Source: an optimization exercise on an open RTL-to-GDS flow (aim: small area). Production flows keep margins and buffers that such runs may drop.
In this exercise RTL edits were held to simulation tests only and were not proved equivalent to the original.
No activity file was given, so power comes from the tool's default toggle rates.

## ftservo_codec
module ftservo_codec (
    input  wire        clk,
    input  wire        rst,
    input  wire        tx_start,
    input  wire [7:0]  tx_id,
    input  wire [7:0]  tx_instr,
    input  wire [7:0]  tx_k,
    output wire        tx_busy,
    input  wire        tx_pvalid,
    input  wire [7:0]  tx_pdata,
    output wire        tx_pready,
    output wire        tx_ovalid,
    output wire [7:0]  tx_odata,
    input  wire        tx_oready,
    output wire        tx_done,
    output wire        tx_err,
    input  wire        rx_start,
    input  wire [7:0]  rx_xid,
    input  wire        rx_any,
    input  wire        rx_bvalid,
    input  wire [7:0]  rx_bdata,
    input  wire        rx_timeout,
    input  wire        rx_rderr,
    output wire        rx_active,
    output wire        rx_pvalid,
    output wire [7:0]  rx_pdata,
    output wire        rx_done,
    output wire [3:0]  rx_result,
    output wire [7:0]  rx_pkt_id,
    output wire [7:0]  rx_pkt_err,
    output wire [7:0]  rx_pkt_count,
    input  wire        w_valid,
    input  wire [2:0]  w_op,
    input  wire [7:0]  w_a,
    input  wire [7:0]  w_b,
    input  wire [7:0]  w_c,
    input  wire [31:0] w_opa,
    output wire        w_done,
    output wire [31:0] w_result
);
Size in the first run: roughly 640 cells after synthesis, about 200 I/O pins.
export LEC_CHECK = 0
export ABC_AREA = 1
export CAP_MARGIN = 20
export CORE_AREA = 5 5 125 125
export DIE_AREA = 0 0 130 130
export SLEW_MARGIN = 20
create_clock -name core_clock -period 10.0 [get_ports {clk}]
standard.sh (not shown) runs the stock make flow with config.mk's settings and CLKGATE_MAP_FILE= SYNTH_SCRIPT=/design/flow/synth_recipe.tcl, a recipe that flattens the netlist after the stock synthesis.
==> flow/flow/run.sh <==
#!/bin/bash
# Own layout flow: the standard layout (standard.sh) with three changes:
#  - synthesis maps the logic with an area-oriented ABC script
#    (flow/abc_area.script: deep AIG resynthesis, then area mapping; used
#    through ABC_AREA=1 from a copy of the
#    ORFS scripts folder; everything else in synthesis is unchanged);
#  - the port buffers are the smallest buffer cell;
#  - the clock tree is built from small clock buffers without dummy loads.
# Each step's full output is kept in this folder (ORFS's own per-step logs
# are under orfs/logs).
set -euo pipefail
rm -rf synth_scripts
cp -r "$FLOW_HOME/scripts" synth_scripts
cp flow/abc_area.script synth_scripts/abc_area.script
SCRIPTS_DIR="$PWD/synth_scripts" bash standard.sh synth > synth_make.log 2>&1
export BUFFER_PORTS_ARGS="-buffer_cell sky130_fd_sc_hd__buf_1"
export CTS_ARGS="-repair_clock_nets -dont_use_dummy_load -root_buf sky130_fd_sc_hd__clkbuf_8 -buf_list sky130_fd_sc_hd__clkbuf_4"
export RECOVER_POWER="${RECOVER_POWER:-100}"
bash standard.sh > layout_make.log 2>&1
==> flow/flow/abc_area.script <==
strash
&get -n
&deepsyn -J 100 -T 120
&st
&dch
&nf -R 1000
&put
topo
stime -c
The baseline finished clean.
Change:
--- a/flow/flow/run.sh
+++ b/flow/flow/run.sh
@@ -17 +17 @@
-export CTS_ARGS="-repair_clock_nets -dont_use_dummy_load -root_buf sky130_fd_sc_hd__clkbuf_8 -buf_list sky130_fd_sc_hd__clkbuf_4"
+export CTS_ARGS="-sink_clustering_enable -repair_clock_nets -dont_use_dummy_load -root_buf sky130_fd_sc_hd__clkbuf_8 -buf_list sky130_fd_sc_hd__clkbuf_4"
- CORE_AREA: 5 5 125 125 -> 5 5 105 105
- DIE_AREA: 0 0 130 130 -> 0 0 110 110
Outcome:
- area after synthesis does not change
- wire length falls by a few percent
- setup slack improved by 0.36 ns
- global-route usage goes up by 7.5 points
- worst hold slack gets worse by 0.0079 ns
- clock skew fell by 0.011 ns
- final area falls slightly
- combinational power is about the same
- final cell count drops by a few percent
- via count goes up by a few percent
- synthesized cell count does not change

---

ftservo_codec again, from the RTL that the note above started with.
==> flow/design.v (excerpt) <==
module ftservo_codec (
    input  wire        clk,
    input  wire        rst,
    input  wire        tx_start,
    input  wire [7:0]  tx_id,
    input  wire [7:0]  tx_instr,
    input  wire [7:0]  tx_k,
    output wire        tx_busy,
    input  wire        tx_pvalid,
    input  wire [7:0]  tx_pdata,
    output wire        tx_pready,
    output wire        tx_ovalid,
    output wire [7:0]  tx_odata,
    input  wire        tx_oready,
    output wire        tx_done,
    output wire        tx_err,
    input  wire        rx_start,
    input  wire [7:0]  rx_xid,
    input  wire        rx_any,
    input  wire        rx_bvalid,
    input  wire [7:0]  rx_bdata,
    input  wire        rx_timeout,
    input  wire        rx_rderr,
    output wire        rx_active,
    output wire        rx_pvalid,
    output wire [7:0]  rx_pdata,
    output wire        rx_done,
    output wire [3:0]  rx_result,
    output wire [7:0]  rx_pkt_id,
    output wire [7:0]  rx_pkt_err,
    output wire [7:0]  rx_pkt_count,
    input  wire        w_valid,
    input  wire [2:0]  w_op,
    input  wire [7:0]  w_a,
    input  wire [7:0]  w_b,
    input  wire [7:0]  w_c,
    input  wire [31:0] w_opa,
    output wire        w_done,
    output wire [31:0] w_result
);
export LEC_CHECK = 0
export ABC_AREA = 1
export CAP_MARGIN = 20
export CORE_AREA = 5 5 125 125
export DIE_AREA = 0 0 130 130
export SLEW_MARGIN = 20
create_clock -name core_clock -period 10.0 [get_ports {clk}]
==> flow/flow/run.sh <==
#!/bin/bash
# Own layout flow: the standard layout (standard.sh) with three changes:
#  - synthesis maps the logic with an area-oriented ABC script
#    (flow/abc_area.script: deep AIG resynthesis, then area mapping; used
#    through ABC_AREA=1 from a copy of the
#    ORFS scripts folder; everything else in synthesis is unchanged);
#  - the port buffers are the smallest buffer cell;
#  - the clock tree is built from small clock buffers without dummy loads.
# Each step's full output is kept in this folder (ORFS's own per-step logs
# are under orfs/logs).
set -euo pipefail
rm -rf synth_scripts
cp -r "$FLOW_HOME/scripts" synth_scripts
cp flow/abc_area.script synth_scripts/abc_area.script
SCRIPTS_DIR="$PWD/synth_scripts" bash standard.sh synth > synth_make.log 2>&1
export BUFFER_PORTS_ARGS="-buffer_cell sky130_fd_sc_hd__buf_1"
export CTS_ARGS="-sink_clustering_enable -repair_clock_nets -dont_use_dummy_load -root_buf sky130_fd_sc_hd__clkbuf_8 -buf_list sky130_fd_sc_hd__clkbuf_4 -sink_clustering_size 30 -sink_clustering_max_diameter 100"
export RECOVER_POWER="${RECOVER_POWER:-100}"
bash standard.sh > layout_make.log 2>&1
Scripts as last shown in full above: flow/flow/abc_area.script
The first run completed without violations.
==> next run, changes <==
--- a/flow/flow/run.sh
+++ b/flow/flow/run.sh
@@ -15,5 +15,5 @@
 SCRIPTS_DIR="$PWD/synth_scripts" bash standard.sh synth > synth_make.log 2>&1
 export BUFFER_PORTS_ARGS="-buffer_cell sky130_fd_sc_hd__buf_1"
-export CTS_ARGS="-sink_clustering_enable -repair_clock_nets -dont_use_dummy_load -root_buf sky130_fd_sc_hd__clkbuf_8 -buf_list sky130_fd_sc_hd__clkbuf_4 -sink_clustering_size 30 -sink_clustering_max_diameter 100"
+export CTS_ARGS="-sink_clustering_enable -repair_clock_nets -dont_use_dummy_load -root_buf sky130_fd_sc_hd__clkbuf_8 -buf_list sky130_fd_sc_hd__clkbuf_4"
 export RECOVER_POWER="${RECOVER_POWER:-100}"
 bash standard.sh > layout_make.log 2>&1
Settings changed: PLACE_DENSITY set to 0.75.
What happened: The new run ran to the end with no violations; design area is about the same; total power is about the same; critical path depth came out lower by 2; fmax came out higher by 3.1%.
==> next run, changes <==
--- a/flow/flow/run.sh
+++ b/flow/flow/run.sh
@@ -15,5 +15,5 @@
 SCRIPTS_DIR="$PWD/synth_scripts" bash standard.sh synth > synth_make.log 2>&1
 export BUFFER_PORTS_ARGS="-buffer_cell sky130_fd_sc_hd__buf_1"
-export CTS_ARGS="-sink_clustering_enable -repair_clock_nets -dont_use_dummy_load -root_buf sky130_fd_sc_hd__clkbuf_8 -buf_list sky130_fd_sc_hd__clkbuf_4"
+export CTS_ARGS="-sink_clustering_enable -repair_clock_nets -dont_use_dummy_load -root_buf sky130_fd_sc_hd__clkbuf_8 -buf_list sky130_fd_sc_hd__clkbuf_4 -sink_buffer_max_cap_derate 1.0"
 export RECOVER_POWER="${RECOVER_POWER:-100}"
 bash standard.sh > layout_make.log 2>&1
Settings changed: PLACE_DENSITY 0.75 to not set.
What happened: The changed run went through all stages and came out clean; routed wire length increases by 3.6%; maximum frequency decreases by 3.0%; clock-buffer cell count stays the same; setup slack gets worse by 0.27 ns; cell area hardly moves; global-route usage increases by 0.78 points; die area stays the same; cell count stays the same; power barely changes.

---

Starting RTL as in the previous note.
clock: 10.0 ns
lec_check: 0
abc_area: 1
cap_margin: 0
core_area: 5 5 125 125
die_area: 0 0 130 130
slew_margin: 0
==> flow/flow/run.sh <==
#!/bin/bash
# Own layout flow: the standard layout (standard.sh) with three changes:
#  - synthesis maps the logic with an area-oriented ABC script
#    (flow/abc_area.script: deep AIG resynthesis, then area mapping; used
#    through ABC_AREA=1 from a copy of the
#    ORFS scripts folder; everything else in synthesis is unchanged);
#  - the port buffers are the smallest buffer cell;
#  - the clock tree is built from small clock buffers without dummy loads.
# Each step's full output is kept in this folder (ORFS's own per-step logs
# are under orfs/logs).
set -euo pipefail
rm -rf synth_scripts
cp -r "$FLOW_HOME/scripts" synth_scripts
cp flow/abc_area.script synth_scripts/abc_area.script
SCRIPTS_DIR="$PWD/synth_scripts" bash standard.sh synth > synth_make.log 2>&1
export BUFFER_PORTS_ARGS="-buffer_cell sky130_fd_sc_hd__buf_1"
export CTS_ARGS="-sink_clustering_enable -repair_clock_nets -dont_use_dummy_load -root_buf sky130_fd_sc_hd__clkbuf_8 -buf_list sky130_fd_sc_hd__clkbuf_4"
export RECOVER_POWER="${RECOVER_POWER:-100}"
bash standard.sh > layout_make.log 2>&1
Scripts as last shown in full above: flow/flow/abc_area.script
Then changed:
--- a/flow/flow/run.sh
+++ b/flow/flow/run.sh
@@ -2,6 +2,5 @@
 # Own layout flow: the standard layout (standard.sh) with three changes:
 #  - synthesis maps the logic with an area-oriented ABC script
-#    (flow/abc_area.script: deep AIG resynthesis, then area mapping; used
-#    through ABC_AREA=1 from a copy of the
+#    (flow/abc_area.script, used through ABC_AREA=1 from a copy of the
 #    ORFS scripts folder; everything else in synthesis is unchanged);
 #  - the port buffers are the smallest buffer cell;
==> flow/flow/abc_area.script (replaced) <==
strash
&get -n
&st
&dch
&nf -R 1000
&put
topo
stime -c
CAP_MARGIN = 20   (was 0)
SLEW_MARGIN = 20   (was 0)
Result:
- routed wire length climbs by 2.6%
- setup slack gains 0.73 ns
- sequential share of layout area drops by 0.97 points
- clock skew drops by 0.0064 ns
- final cell count climbs by about 1.4%
- synthesized cell count climbs by 2.0%
- core utilization climbs by 1.3 points
- fmax climbs by 9.1%
- synthesized area climbs by 2.7%
- die area does not change
Then changed:
--- a/flow/flow/run.sh
+++ b/flow/flow/run.sh
@@ -2,5 +2,6 @@
 # Own layout flow: the standard layout (standard.sh) with three changes:
 #  - synthesis maps the logic with an area-oriented ABC script
-#    (flow/abc_area.script, used through ABC_AREA=1 from a copy of the
+#    (flow/abc_area.script: deep AIG resynthesis, then area mapping; used
+#    through ABC_AREA=1 from a copy of the
 #    ORFS scripts folder; everything else in synthesis is unchanged);
 #  - the port buffers are the smallest buffer cell;
@@ -14,5 +15,5 @@
 SCRIPTS_DIR="$PWD/synth_scripts" bash standard.sh synth > synth_make.log 2>&1
 export BUFFER_PORTS_ARGS="-buffer_cell sky130_fd_sc_hd__buf_1"
-export CTS_ARGS="-sink_clustering_enable -repair_clock_nets -dont_use_dummy_load -root_buf sky130_fd_sc_hd__clkbuf_8 -buf_list sky130_fd_sc_hd__clkbuf_4"
+export CTS_ARGS="-sink_clustering_enable -repair_clock_nets -dont_use_dummy_load -root_buf sky130_fd_sc_hd__clkbuf_8 -buf_list sky130_fd_sc_hd__clkbuf_8 -sink_clustering_size 24"
 export RECOVER_POWER="${RECOVER_POWER:-100}"
 bash standard.sh > layout_make.log 2>&1
==> flow/flow/abc_area.script (replaced) <==
strash
&get -n
&deepsyn -J 100 -T 120
&st
&dch
&nf -R 1000
&put
topo
stime -c
The changed run finished with timing, DRC and antenna clean.
Total power came out higher by a little under a tenth.
Routed wire length drops by a few percent.
Maximum frequency is lower by a little under a tenth.
Synthesized area goes down by a few percent.
Sequential share of layout area rises by 0.41 points.
Clock skew shrinks by 0.0074 ns.
Then changed:
--- a/flow/flow/run.sh
+++ b/flow/flow/run.sh
@@ -15,5 +15,5 @@
 SCRIPTS_DIR="$PWD/synth_scripts" bash standard.sh synth > synth_make.log 2>&1
 export BUFFER_PORTS_ARGS="-buffer_cell sky130_fd_sc_hd__buf_1"
-export CTS_ARGS="-sink_clustering_enable -repair_clock_nets -dont_use_dummy_load -root_buf sky130_fd_sc_hd__clkbuf_8 -buf_list sky130_fd_sc_hd__clkbuf_8 -sink_clustering_size 24"
+export CTS_ARGS="-sink_clustering_enable -repair_clock_nets -dont_use_dummy_load -root_buf sky130_fd_sc_hd__clkbuf_8 -buf_list sky130_fd_sc_hd__clkbuf_4"
 export RECOVER_POWER="${RECOVER_POWER:-100}"
 bash standard.sh > layout_make.log 2>&1
Total power drops by 7.2%; worst setup slack got worse by 0.020 ns; final cell count does not change; via count climbs by 0.87%; routed wire length hardly moves; final area drops by 1.4%.

-- separate check: timing with driven ports --
In the flow no input, the clock included, has a driving cell. The finished layouts below were timed again as built, in two steps.
Step 1 assumes that a clkbuf_16 drives the clock port and a buf_2 every other input.
Step 2 adds t to the input delays and takes it off the output delays; t is the mean of the earliest and latest rising clock arrival at the registers after step 1. Input paths then give back, and output paths get back, about the clock's delay inside the block.
a / b / c = ideal ports / drivers / drivers and shift; a / b = the first two.
| run | t, ns | setup WS [ns] | worst setup path at the end | latest minus earliest clock arrival (ns) | slew at the worst register clock pin (ns) |
|---|---|---|---|---|---|
| the first run of note 1 | 0.433 | 1.238 / 1.235 / 0.801 | input to register | 0.041 / 0.041 | 0.11 / 0.11 |
| the second run of note 1 | 0.413 | 1.596 / 1.592 / 1.179 | input to register | 0.028 / 0.027 | 0.10 / 0.10 |
| the first run of note 2 | 0.433 | 1.238 / 1.235 / 0.801 | input to register | 0.041 / 0.041 | 0.11 / 0.11 |
| the second run of note 2 | 0.428 | 1.504 / 1.515 / 1.087 | input to register | 0.042 / 0.042 | 0.11 / 0.11 |
| the third run of note 2 | 0.433 | 1.238 / 1.235 / 0.801 | input to register | 0.041 / 0.041 | 0.11 / 0.11 |
| the first run of note 3 | 0.431 | 1.198 / 1.195 / 0.764 | input to register | 0.040 / 0.041 | 0.11 / 0.11 |
| the second run of note 3 | 0.434 | 1.932 / 1.944 / 1.510 | input to register | 0.040 / 0.040 | 0.11 / 0.11 |
| the third run of note 3 | 0.459 | 1.258 / 1.255 / 0.796 | input to register | 0.024 / 0.025 | 0.07 / 0.07 |
| the fourth run of note 3 | 0.433 | 1.238 / 1.235 / 0.801 | input to register | 0.041 / 0.041 | 0.11 / 0.11 |
After both steps every run listed still meets setup and hold. The setup slack of the third run of note 3, which loses most, moves by -0.003 ns with the drivers and by -0.462 ns with both steps.
